Source: an optimization exercise on an open RTL-to-GDS flow (aim: small area, a short achievable clock period and few clock cycles). Production flows keep margins and buffers that such runs may drop. Only simulation tests tie the RTL to the original design; equivalence was not proved. Power is estimated from default activity; no workload was simulated.

## dcpc
module dcpc (
    input  wire        clk,
    input  wire        rst,      
    input  wire        req,
    input  wire        we,
    input  wire        wide,     
    input  wire [15:0] addr,
    input  wire [31:0] wdata,
    output wire        ack,
    output wire        err,
    output wire [31:0] rdata
);
For scale: roughly 8300 cells after synthesis, ~0.11 sq mm of cells after synthesis.
Settings: LEC_CHECK=0, CAP_MARGIN=20, CORE_MARGIN=2, CORE_UTILIZATION=40, CTS_BUF_LIST=sky130_fd_sc_hd__clkbuf_4 sky130_fd_sc_hd__clkbuf_8, PLACE_DENSITY=0.6, SETUP_SLACK_MARGIN=4.0, SLEW_MARGIN=20; clock period 10.0 ns.
standard.sh (not shown) runs the stock make flow with config.mk's settings and CLKGATE_MAP_FILE= SYNTH_SCRIPT=/design/flow/synth_recipe.tcl, a recipe that flattens the netlist after the stock synthesis.
==> flow/flow/run.sh <==
#!/bin/bash
# The standard layout (the standard.sh, standard synthesis included), with
# the port buffers made as sky130_fd_sc_hd__buf_4 instead of the smallest
# buffer, so that the paths from the inputs to the outputs start and end on
# a faster buffer. Every port is still buffered.
set -euo pipefail
bash standard.sh 'BUFFER_PORTS_ARGS=-buffer_cell sky130_fd_sc_hd__buf_4' finish > run_make.log 2>&1
Testbench counts at the start, summed over its fixed seeds: cycles 27,308.
==> next run, changes <==
--- a/flow/design.v
+++ b/flow/design.v
@@ -69,16 +69,14 @@
     reg  [6:0]  rem;                 
     reg  [1:0]  ws;                  
     reg  [5:0]  w_nlen, w_vlen;      
     reg  [5:0]  n_hp, v_hp, id_hp, ip_hp;
     reg         id_p, ip_p;
     reg  [7:0]  w_role;
     reg         w_ovr;
-    reg         wph;                 
-    reg  [39:0] hdr;                 
     reg  [2:0]  job;                 
     reg  [2:0]  cnt;
     reg         cpl;                 
     reg         busy_cp;             
     reg         cp_first;            
     reg         busy_rd;             
     reg         busy_rd2;            
@@ -115,17 +113,17 @@
     wire [9:0] a_key = {addr[15], addr[14], addr[8], addr[6:0]};
     wire rd_hit  = rd_fresh && (a_key == pa);
     wire rd_miss = req && idle && !we && !rd_hit;   
     wire rd_adv  = rd_wait || (req && idle && !we);
     wire cp_last = cpl;
     wire ack_busy  = rd_wait || cmd_wait || busy_rd2 || (busy_cp && cpl);
     wire ps_block  = st_valid;           
-    wire par_stall = ps_block && wide && wdata[2];
+    wire par_stall = ps_block && wide && (addr == 16'd0) && wdata[2];
     assign ack = req && (ack_busy || (idle && (we ? !par_stall : rd_hit)));
-    assign err = req && (idle || rd_wait || cmd_wait) && bus_err;
+    assign err = req && (idle || rd_wait) && bus_err;
     wire [3:0] row0 = (ptr[1:0] != 2'd0) ? ptr_r1 : ptr[5:2];
     wire [3:0] row1 = ptr[1] ? ptr_r1 : ptr[5:2];
     wire [3:0] row2 = (ptr[1:0] == 2'd3) ? ptr_r1 : ptr[5:2];
     wire [3:0] row3 = ptr[5:2];
     wire [15:0] bk0 = {rx[{row0, 3'd0}], rx[{row0, 3'd1}]};
     wire [15:0] bk1 = {rx[{row1, 3'd2}], rx[{row1, 3'd3}]};
     wire [15:0] bk2 = {rx[{row2, 3'd4}], rx[{row2, 3'd5}]};
@@ -154,15 +152,15 @@
         if (pa == 10'h004)
             pa_seq = (last_cmd == 2'd2) ? 10'h030 : (last_cmd == 2'd3) ? 10'h050
                    : (last_cmd == 2'd1) ? 10'h02C : 10'h008;
         else if (pa == 10'h070)
             pa_seq = 10'h080;
         else if (pa == 10'h02C)
             pa_seq = 10'h200;
-        else if (pa[9:6] == 4'b0010 && pa[5:0] == {2'b0, d_nlen} && d_nlen != 6'd0)
+        else if (pa[9:6] == 4'b0010 && pa[5:0] == {2'b0, d_nlen})
             pa_seq = 10'h0C0;
         else if (pa[9] || pa[8] || pa[7])
             pa_seq = {pa[9:6], pa_wi};
         else
             pa_seq = {pa[9:7], pa_ri, pa[1:0]};
     end
     wire st_chg;
@@ -289,16 +287,16 @@
             v_result = R_TRUNC_DCP;
         else if (v_dlen > {8'd0, v_avail})
             v_result = R_DLEN;
         else
             v_result = R_OK;
     end
     wire v_ok = (v_result == R_OK);
-    wire [15:0] k_key  = hdr[39:24];
-    wire [15:0] k_len  = hdr[23:8];
+    wire [15:0] k_key  = {w0, w1};
+    wire [15:0] k_len  = {w2, w3};
     wire        rem_gt4 = (rem > 7'd4);
     wire [5:0]  kh     = k_len[6:1];
     wire        kc     = k_len[0];
     wire [6:0]  rem_m4 = rem - 7'd4;
     wire [5:0]  q_ovr  = rem_m4[6:1];                   
     wire [6:0]  rem_m7 = rem - 7'd7;
     wire [5:0]  q_fin  = rem_m7[6:1];                   
@@ -417,22 +415,17 @@
                 rem    <= view_dlen;
                 w_nlen <= 6'd0;
                 w_vlen <= 6'd0;
                 id_p   <= 1'b0;
                 ip_p   <= 1'b0;
                 w_role <= 8'd0;
                 w_ovr  <= 1'b0;
-                wph    <= 1'b0;
                 ws     <= W_WALK;
             end
-            W_WALK: if (!wph) begin
-                hdr <= {w0, w1, w2, w3, w6};
-                wph <= 1'b1;
-            end else begin
-                wph <= 1'b0;
+            W_WALK: begin
                 if (!rem_gt4) begin
                     ws <= W_PARK;
                 end else if (k_ovr) begin
                     w_ovr <= 1'b1;
                     ws    <= W_PARK;
                 end else begin
                     if (k_key == 16'h0201 && k_text) begin
@@ -444,15 +437,15 @@
                         n_hp   <= ptr + 6'd3;
                     end
                     if (k_key == 16'h0203 && k_len >= 16'd6) begin
                         id_p  <= 1'b1;
                         id_hp <= ptr + 6'd3;
                     end
                     if (k_key == 16'h0204 && k_len >= 16'd3)
-                        w_role <= hdr[7:0];
+                        w_role <= w6;
                     if (k_key == 16'h0102 && k_len >= 16'd14) begin
                         ip_p  <= 1'b1;
                         ip_hp <= ptr + 6'd2;
                     end
                     rem <= rem_n;
                     ptr <= ptr_n;
                     ptr_r1 <= ptr_n4[5:2];
@@ -517,15 +510,15 @@
         busy_rd2 <= busy_rd;
         pa       <= pa_n;
         rd_q     <= rd_n;
         rd_fresh <= !rd_miss && !busy_rd && !(pa_n[8] && !pa_n[9])
                     && (rd_fresh || !rd_keep || st_fwd);
         rd_wait1 <= rd_miss && !rx_rd;
         rd_wait  <= rd_wait1;
-        cmd_wait <= req && idle && we && par_stall && !(cmd_wr && c_par);
+        cmd_wait <= req && idle && we && par_stall && !c_par;
         if (cmd_wr && (c_enc || c_val || c_par))
             last_cmd <= c_enc ? 2'd1 : c_val ? 2'd2 : 2'd3;
         if (rx_rd) begin
             ptr <= addr[6:1];
             ptr_r1 <= addr[6:3] + 4'd1;
             ws  <= W_RESTART;
         end
After rerunning:
- count of clock-buffer cells in the layout came out higher by 10
- final cell count came out higher by about 1.1%
- via count came out higher by 1.1%
- area after synthesis came out lower by 0.63%
- cell area came out lower by 0.39%
- clock power came out lower by about 0.4%
- hold slack barely changes
- die area came out lower by 0.63%
- total power came out higher by 2.7%
- global-route usage came out higher by 1.2 points
- core utilization came out higher by 0.22 points
- flip-flop and latch count came out lower by 41
- setup slack is worse by 0.060 ns
Testbench counts after the change, summed over its fixed seeds: cycles 27,169.

separate check: timing with driven ports:
The results above use ideal ports. As a check the final layouts listed here were re-extracted and re-timed, cells and wires unchanged. Step 1: set_driving_cell puts a clkbuf_16 on clk and a buf_2 on each other input, an assumption about the parent block. Step 2, shift: input delay + t, output delay - t, t = (earliest + latest rising clock arrival at the registers) / 2. This alone moves slack from input paths to output paths. a / b / c = ideal ports / drivers / drivers and shift; a / b = the first two.
run	t, ns	slack for setup (ns)	worst hold slack (ns)	latest minus earliest clock arrival (ns)	worst slew at a driven data input, ns
the first run	1.143	3.912 / 3.912 / 3.484	0.455 / 0.455 / 0.455	0.097 / 0.097	0.16
the second run	1.167	3.853 / 3.853 / 3.523	0.455 / 0.455 / 0.455	0.076 / 0.077	0.20
After both steps setup and hold are still met in every run listed. The setup slack of the first run, which loses most, moves by 0.000 ns with the drivers and by -0.428 ns with both steps.
